This is an optimization exercise on Yosys and OpenROAD, whose aim is small area, not a production implementation. In this exercise RTL edits were held to simulation tests only and were not proved equivalent to the original. Power and IR drop assume default switching activity.

==> v15: inputs <==
==> flow/design.v <==
module cfc (
    input  wire        clk,
    input  wire        rst,             
    input  wire        tx_we,
    input  wire [3:0]  tx_waddr,
    input  wire [15:0] tx_wdata,
    input  wire        start,
    input  wire [3:0]  start_cnt_m1,    
    input  wire [15:0] start_timeout,   
    input  wire        line_in,
    output reg         line_out,
    input  wire        abort_ok,
    input  wire [5:0]  rx_raddr,
    output wire [15:0] rx_rdata,
    output wire        busy,
    output reg         done,
    output reg  [1:0]  outcome,         
    output reg  [5:0]  rx_len,
    output wire        halted,
    output reg  [15:0] perrcnt
);
    localparam [2:0] S_IDLE = 3'b000;
    localparam [2:0] S_ARM  = 3'b001;
    localparam [2:0] S_FLY  = 3'b011;
    localparam [2:0] S_TD   = 3'b010;
    localparam [2:0] S_HALT = 3'b100;
    localparam [1:0] TX_PRE  = 2'd0;    
    localparam [1:0] TX_WORD = 2'd1;
    localparam [1:0] TX_END  = 2'd2;    
    localparam [1:0] TX_OFF  = 2'd3;
    localparam [2:0] RX_QUIET = 3'd0;
    localparam [2:0] RX_ARM   = 3'd1;
    localparam [2:0] RX_HIGH  = 3'd2;
    localparam [2:0] RX_Z     = 3'd3;
    localparam [2:0] RX_P1    = 3'd4;
    localparam [2:0] RX_P2    = 3'd5;
    localparam [2:0] RX_P3    = 3'd6;
    localparam [2:0] RX_FRAME = 3'd7;
    reg [2:0]   st;
    wire idle   = (st == S_IDLE);
    wire armed  = (st == S_ARM);
    wire fly    = (st == S_FLY);
    wire td     = (st == S_TD);
    wire hlt    = st[2];
    assign busy   = st[0] | st[1];
    assign halted = hlt;
    reg [9:0]   txb [0:15];
    always @(posedge clk)
        if (!rst && !busy && tx_we)
            txb[tx_waddr] <= tx_wdata[9:0];
    reg [319:0] rxr;        
    reg [4:0]  rq;
    reg [9:0]  rxs_sr;      
    reg [9:0]  rxh;         
    reg [5:0]  rxwp;        
    reg        term;        
    reg        rxh_pend;
    wire [4:0] rxh_base = term ? rx_len[4:0] : rxwp[4:0];
    wire [4:0] rxh_at = rxh_base + rq;
    wire       rxh_go = rxh_pend && (rxh_at[3:0] == 4'd0);
    always @(posedge clk) begin
        rq <= rst ? 5'd0 : rq + 5'd1;
        rxr[159:10]  <= rxr[149:0];
        rxr[319:170] <= rxr[309:160];
        rxr[9:0]     <= (rxh_go && !rxh_at[4]) ? rxh : rxr[319:310];
        rxr[169:160] <= (rxh_go &&  rxh_at[4]) ? rxh : rxr[159:150];
    end
    wire [4:0] rx_pos = rx_raddr[4:0] + rq;
    wire [9:0] rx_word_out = (rxh_pend && rx_raddr[4:0] + 5'd1 == rxh_base) ? rxh : rxr[rx_pos*10 +: 10];
    assign rx_rdata = {6'd0, rx_word_out};
    reg [3:0]  ph;         
    reg [11:0] tblk;       
    reg        tfrac;      
    wire poll      = fly && (ph == 4'd0);
    wire t_expired = (tblk == 12'd0) && !tfrac;
    wire exit_done = poll && term;
    wire exit_to   = poll && !term && t_expired;
    wire run       = fly && !exit_done && !exit_to;
    reg [1:0] txs;
    reg [4:0] tp;
    reg [3:0] ti;
    reg [3:0] tcnt;
    wire [9:0] tw = txb[ti];
    wire [3:0] tq = tp[4:1];
    reg        tb_bit;
    always @* begin
        case (tq)
            4'd0:    tb_bit = 1'b1;
            4'd1:    tb_bit = tw[9];
            4'd2:    tb_bit = tw[8];
            4'd3:    tb_bit = tw[7];
            4'd4:    tb_bit = tw[6];
            4'd5:    tb_bit = tw[5];
            4'd6:    tb_bit = tw[4];
            4'd7:    tb_bit = tw[3];
            4'd8:    tb_bit = tw[2];
            4'd9:    tb_bit = tw[1];
            4'd10:   tb_bit = tw[0];
            default: tb_bit = ~^tw;
        endcase
    end
    reg tx_chip;
    always @* begin
        case (txs)
            TX_PRE:  tx_chip = (tp < 5'd19) ? ~tp[0] : (tp >= 5'd21);
            TX_WORD: tx_chip = tp[0] ? tb_bit : ~tb_bit;
            TX_END:  tx_chip = (tq == 4'd1);
            default: tx_chip = 1'b0;
        endcase
    end
    reg [2:0] rxs;
    reg [4:0] rc;          
    reg       rpar;        
    wire c       = line_in;
    wire rx_full = rxwp[5] & rxwp[0];       
    wire rc_last = (rc == 5'd23);
    always @(posedge clk) begin
        if (idle) begin
            tcnt  <= start_cnt_m1;
            tblk  <= start_timeout[15:4];
            tfrac <= |start_timeout[3:0];
        end
        if (armed)
            ph <= 4'd0;
        else if (run || (td && !abort_ok))
            ph <= ph + 4'd1;
        if (poll && !exit_done && !exit_to) begin
            if (tblk != 12'd0)
                tblk <= tblk - 12'd1;
            else
                tfrac <= 1'b0;
        end
        if (armed) begin
            txs <= TX_PRE;
            tp  <= 5'd9;
            ti  <= 4'd0;
        end else if (run) begin
            if (tp == 5'd23) begin
                tp <= 5'd0;
                case (txs)
                    TX_PRE:  txs <= TX_WORD;
                    TX_WORD: if (ti == tcnt) txs <= TX_END; else ti <= ti + 4'd1;
                    default: txs <= TX_OFF;
                endcase
            end else begin
                tp <= tp + 5'd1;
            end
        end
        if (rxh_go)
            rxh_pend <= 1'b0;
        if (armed) begin
            rxs  <= RX_QUIET;
            rxwp <= 6'd0;
            term <= 1'b0;
            rxh_pend <= 1'b0;
        end else if (run) begin
            case (rxs)
                RX_QUIET: if (!c) rxs <= RX_ARM;
                RX_ARM:   if (c)  rxs <= RX_HIGH;
                RX_HIGH:  if (!c) rxs <= RX_Z;
                RX_Z:     rxs <= c ? RX_HIGH : RX_P1;
                RX_P1:    rxs <= c ? RX_P2 : RX_ARM;
                RX_P2:    rxs <= c ? RX_P3 : RX_Z;
                RX_P3: begin
                    rc <= 5'd0;
                    rxs <= c ? RX_FRAME : RX_Z;
                end
                default: begin
                    rc <= rc_last ? 5'd0 : rc + 5'd1;
                    if (rc == 5'd0) begin
                        rpar <= c;
                    end else if (rc == 5'd1) begin
                        rpar <= 1'b0;
                        if (rpar || !c) begin
                            rxs <= RX_QUIET;
                            if (!rx_full) begin
                                if (!term)
                                    rx_len <= rxwp;
                                term <= 1'b1;
                                rxwp <= rxwp + 6'd1;
                            end
                        end
                    end else if (rc[0]) begin
                        if (rc_last) begin
                            if (!rx_full) begin
                                rxwp <= rxwp + 6'd1;
                                if (!term && !rxwp[5]) begin
                                    rxh      <= rxs_sr;
                                    rxh_pend <= 1'b1;
                                end
                                if (c == rpar && perrcnt != 16'hFFFF)
                                    perrcnt <= perrcnt + 16'd1;
                            end
                        end else begin
                            rpar <= rpar ^ c;
                            rxs_sr <= {rxs_sr[8:0], c};
                        end
                    end
                end
            endcase
        end
        done     <= 1'b0;
        line_out <= run & tx_chip;
        case (st)
            S_IDLE: if (start) st <= S_ARM;
            S_ARM:  st <= S_FLY;
            S_FLY: begin
                if (exit_done || exit_to) begin
                    st      <= S_TD;
                    outcome <= {1'b0, exit_to};
                end
            end
            S_TD: begin
                if (abort_ok) begin
                    st   <= S_IDLE;
                    done <= 1'b1;
                end else if (ph[2:0] == 3'd7) begin
                    st      <= S_HALT;
                    outcome <= 2'd2;
                    done    <= 1'b1;
                end
            end
            S_HALT: if (start) done <= 1'b1;
            default: st <= S_IDLE;
        endcase
        if (rst) begin
            st       <= S_IDLE;
            line_out <= 1'b0;
            done     <= 1'b0;
            outcome  <= 2'd0;
            rx_len   <= 6'd0;
            perrcnt  <= 16'd0;
        end
    end
endmodule
==> flow/flow/run.sh <==
#!/bin/bash
# Standard ORFS layout (the standard.sh) with these changes:
# - synthesis: flow/synth.tcl, the standard synthesis script with ABC's final
#   buffering and gate sizing left out (registers and names unchanged);
# - ports are buffered with the smallest buffer, sky130_fd_sc_hd__buf_1;
# - clock tree built from clkbuf_8 in small clusters, without dummy loads.
set -euo pipefail
export FLOW_ABC_SCRIPT="$PWD/flow/abc_nobuf.script"
bash standard.sh finish \
  "SYNTH_SCRIPT=$PWD/flow/synth.tcl" \
  "BUFFER_PORTS_ARGS=-buffer_cell sky130_fd_sc_hd__buf_1" \
  "CTS_ARGS=-sink_clustering_enable -repair_clock_nets -buf_list sky130_fd_sc_hd__clkbuf_8 -sink_clustering_size 18 -sink_clustering_max_diameter 60 -dont_use_dummy_load" \
  > standard_flow.log 2>&1
==> flow/flow/abc_nobuf.script <==
&get -n
&st
&dch
&nf
&st
&syn2
&if -g -K 6
&synch2
&nf
&st
&syn2
&if -g -K 6
&synch2
&nf
&st
&syn2
&if -g -K 6
&synch2
&nf
&st
&syn2
&if -g -K 6
&synch2
&nf
&st
&syn2
&if -g -K 6
&synch2
&nf
&put
==> flow/flow/synth.tcl <==
# synth_recipe.tcl (the standard synthesis) with one change: the ABC mapping
# script is ORFS's abc_speed.script without its final buffering and sizing
# steps (buffer, topo, stime, upsize, dnsize); placement repairs drive strength.
proc synth {args} { yosys synth -nofsm -noshare {*}$args }
proc abc {args} {
  set i [lsearch -exact $args -script]
  if {$i >= 0} { set args [lreplace $args [expr {$i+1}] [expr {$i+1}] $::env(FLOW_ABC_SCRIPT)] }
  yosys abc {*}$args
}
source $::env(SCRIPTS_DIR)/synth.tcl
# left out here: clear keep_hierarchy, flatten, clean up, hide names made inside functions, write 1_2_yosys.v
==> flow/standard.sh <==
#!/bin/bash
# synth_recipe.tcl (not shown) runs the flow's synth.tcl, then flattens the netlist and writes it again
# the make line also repeats each setting of config.mk as NAME=value (left out here)
make -C /OpenROAD-flow-scripts/flow DESIGN_CONFIG=/design/flow/config.mk WORK_HOME=/design/flow/orfs CLKGATE_MAP_FILE= SYNTH_SCRIPT=/design/flow/synth_recipe.tcl "${@:-finish}"
==> flow/config.mk <==
export PLATFORM = sky130hd
export DESIGN_NAME = cfc
export DESIGN_NICKNAME = cfc
export VERILOG_FILES = /design/flow/design.v
export SDC_FILE = /design/flow/constraint.sdc
export NUM_CORES = 4
export LEC_CHECK = 0
export CAP_MARGIN = 20
export CORE_MARGIN = 2
export CORE_UTILIZATION = 40
export SLEW_MARGIN = 20
==> flow/constraint.sdc <==
create_clock -name core_clock -period 10.0 [get_ports {clk}]
set_input_delay 2.0000 -clock core_clock [delete_from_list [all_inputs] [get_ports {clk}]]
set_output_delay 2.0000 -clock core_clock [all_outputs]
set_load 0.01 [all_outputs]
==> inputs of v1, as changes to v15 <==
==> flow/flow/run.sh (replaced) <==
#!/bin/bash
# Standard ORFS layout (the standard.sh, standard synthesis unchanged) with two changes:
# - ports are buffered with the smallest buffer, sky130_fd_sc_hd__buf_1;
# - clock tree built from clkbuf_8 in small clusters, without dummy loads.
set -euo pipefail
bash standard.sh finish \
  "BUFFER_PORTS_ARGS=-buffer_cell sky130_fd_sc_hd__buf_1" \
  "CTS_ARGS=-sink_clustering_enable -repair_clock_nets -buf_list sky130_fd_sc_hd__clkbuf_8 -sink_clustering_size 18 -sink_clustering_max_diameter 60 -dont_use_dummy_load" \
  > standard_flow.log 2>&1
removed: flow/flow/abc_nobuf.script
removed: flow/flow/synth.tcl
==> inputs of v8, as changes to v15 <==
--- a/flow/design.v
+++ b/flow/design.v
@@ -52,11 +52,9 @@
     reg [4:0]  rq;
     reg [9:0]  rxs_sr;      
     reg [9:0]  rxh;         
-    reg [5:0]  rxwp;        
-    reg        term;        
+    reg [4:0]  rxh_slot;
     reg        rxh_pend;
-    wire [4:0] rxh_base = term ? rx_len[4:0] : rxwp[4:0];
-    wire [4:0] rxh_at = rxh_base + rq;
+    wire [4:0] rxh_at = rxh_slot + rq + 5'd1;
     wire       rxh_go = rxh_pend && (rxh_at[3:0] == 4'd0);
     always @(posedge clk) begin
         rq <= rst ? 5'd0 : rq + 5'd1;
@@ -66,11 +64,12 @@
         rxr[169:160] <= (rxh_go &&  rxh_at[4]) ? rxh : rxr[159:150];
     end
     wire [4:0] rx_pos = rx_raddr[4:0] + rq;
-    wire [9:0] rx_word_out = (rxh_pend && rx_raddr[4:0] + 5'd1 == rxh_base) ? rxh : rxr[rx_pos*10 +: 10];
+    wire [9:0] rx_word_out = (rxh_pend && rx_raddr[4:0] == rxh_slot) ? rxh : rxr[rx_pos*10 +: 10];
     assign rx_rdata = {6'd0, rx_word_out};
     reg [3:0]  ph;         
     reg [11:0] tblk;       
     reg        tfrac;      
+    reg        term;       
     wire poll      = fly && (ph == 4'd0);
     wire t_expired = (tblk == 12'd0) && !tfrac;
     wire exit_done = poll && term;
@@ -111,6 +110,7 @@
     reg [2:0] rxs;
     reg [4:0] rc;          
     reg       rpar;        
+    reg [5:0] rxwp;
     wire c       = line_in;
     wire rx_full = rxwp[5] & rxwp[0];       
     wire rc_last = (rc == 5'd23);
@@ -186,6 +186,7 @@
                                 rxwp <= rxwp + 6'd1;
                                 if (!term && !rxwp[5]) begin
                                     rxh      <= rxs_sr;
+                                    rxh_slot <= rxwp[4:0];
                                     rxh_pend <= 1'b1;
                                 end
                                 if (c == rpar && perrcnt != 16'hFFFF)
==> flow/flow/run.sh (replaced) <==
#!/bin/bash
# Standard ORFS layout (the standard.sh, standard synthesis unchanged) with two changes:
# - ports are buffered with the smallest buffer, sky130_fd_sc_hd__buf_1;
# - clock tree built from clkbuf_8 in small clusters, without dummy loads.
set -euo pipefail
bash standard.sh finish \
  "BUFFER_PORTS_ARGS=-buffer_cell sky130_fd_sc_hd__buf_1" \
  "CTS_ARGS=-sink_clustering_enable -repair_clock_nets -buf_list sky130_fd_sc_hd__clkbuf_8 -sink_clustering_size 20 -sink_clustering_max_diameter 40 -dont_use_dummy_load" \
  > standard_flow.log 2>&1
Settings changed: CORE_UTILIZATION 40 to 60.
removed: flow/flow/abc_nobuf.script
removed: flow/flow/synth.tcl
==> inputs of v7, as changes to v15 <==
==> flow/flow/run.sh (replaced) <==
#!/bin/bash
# Standard ORFS layout (the standard.sh, standard synthesis unchanged) with two changes:
# - ports are buffered with the smallest buffer, sky130_fd_sc_hd__buf_1;
# - clock tree built from clkbuf_8 in small clusters, without dummy loads.
set -euo pipefail
bash standard.sh finish \
  "BUFFER_PORTS_ARGS=-buffer_cell sky130_fd_sc_hd__buf_1" \
  "CTS_ARGS=-sink_clustering_enable -repair_clock_nets -buf_list sky130_fd_sc_hd__clkbuf_8 -sink_clustering_size 20 -sink_clustering_max_diameter 60 -dont_use_dummy_load" \
  > standard_flow.log 2>&1
Settings changed: CAP_MARGIN 20 to 0, SLEW_MARGIN 20 to 0.
removed: flow/flow/abc_nobuf.script
removed: flow/flow/synth.tcl
==> qor summary <==
RD Place Congestion: v15 0.772; v1 0.805; v8 0.774; v7 0.805
Fmax: v15 133 MHz; v1 132 MHz; v8 133 MHz; v7 133 MHz
Result of the run: v15 timing/DRC/antenna clean; v1 timing/DRC/antenna clean; v8 timing/DRC/antenna clean; v7 timing/DRC/antenna clean
Capturing instance or port of the critical path: v15 rx_rdata[3]; v1 rx_rdata[5]; v8 rx_rdata[0]; v7 rx_rdata[5]
Proportion of power drawn by flip-flops and latches: v15 0.656; v1 0.655; v8 0.618; v7 0.657
Gate power share: v15 0.064; v1 0.064; v8 0.057; v7 0.064
Area of the core: v15 0.0503 mm^2; v1 0.0512 mm^2; v8 0.0344 mm^2; v7 0.0512 mm^2
Signal buffers: v15 100; v1 97; v8 112; v7 96
Clock insertion delay at the later pin of the skew report: v15 0.61 ns; v1 0.64 ns; v8 0.61 ns; v7 0.63 ns
Clock network power: v15 1.07 mW; v1 1.07 mW; v8 1.32 mW; v7 1.06 mW
Fraction of final layout cells sized beyond drive strength 1: v15 0.153; v1 0.176; v8 0.184; v7 0.172
Routed wire length: v15 38.0 mm; v1 38.3 mm; v8 38.0 mm; v7 38.2 mm
Simple-gate portion of the synthesized area: v15 0.0634; v1 0.0628; v8 0.0632; v7 0.0628

## separate check: timing with driven ports
The results above use ideal ports. As a check the final layouts listed here were re-extracted and re-timed, cells and wires unchanged.
Step 1: set_driving_cell puts a clkbuf_16 on clk and a buf_2 on each other input, an assumption about the parent block.
Step 2 also shifts input and output timing later by t, the mid clock arrival at the registers, as if the neighbouring blocks saw the same clock.
a / b / c = ideal / step 1 / step 2; a / b = the first two.
run	t, ns	setup WS [ns]	worst setup path at the end	worst register clock-pin slew, ns
v15	0.650	2.499 / 2.475 / 2.475	input to output	0.12 / 0.12
v1	0.639	2.452 / 2.415 / 2.415	input to output	0.11 / 0.11
v8	0.629	2.501 / 2.473 / 2.473	input to output	0.09 / 0.09
v7	0.647	2.456 / 2.420 / 2.420	input to output	0.12 / 0.12
After both steps setup and hold are still met in every run listed. The setup slack of v1, which loses most, moves by -0.037 ns with the drivers and by -0.037 ns with both steps.
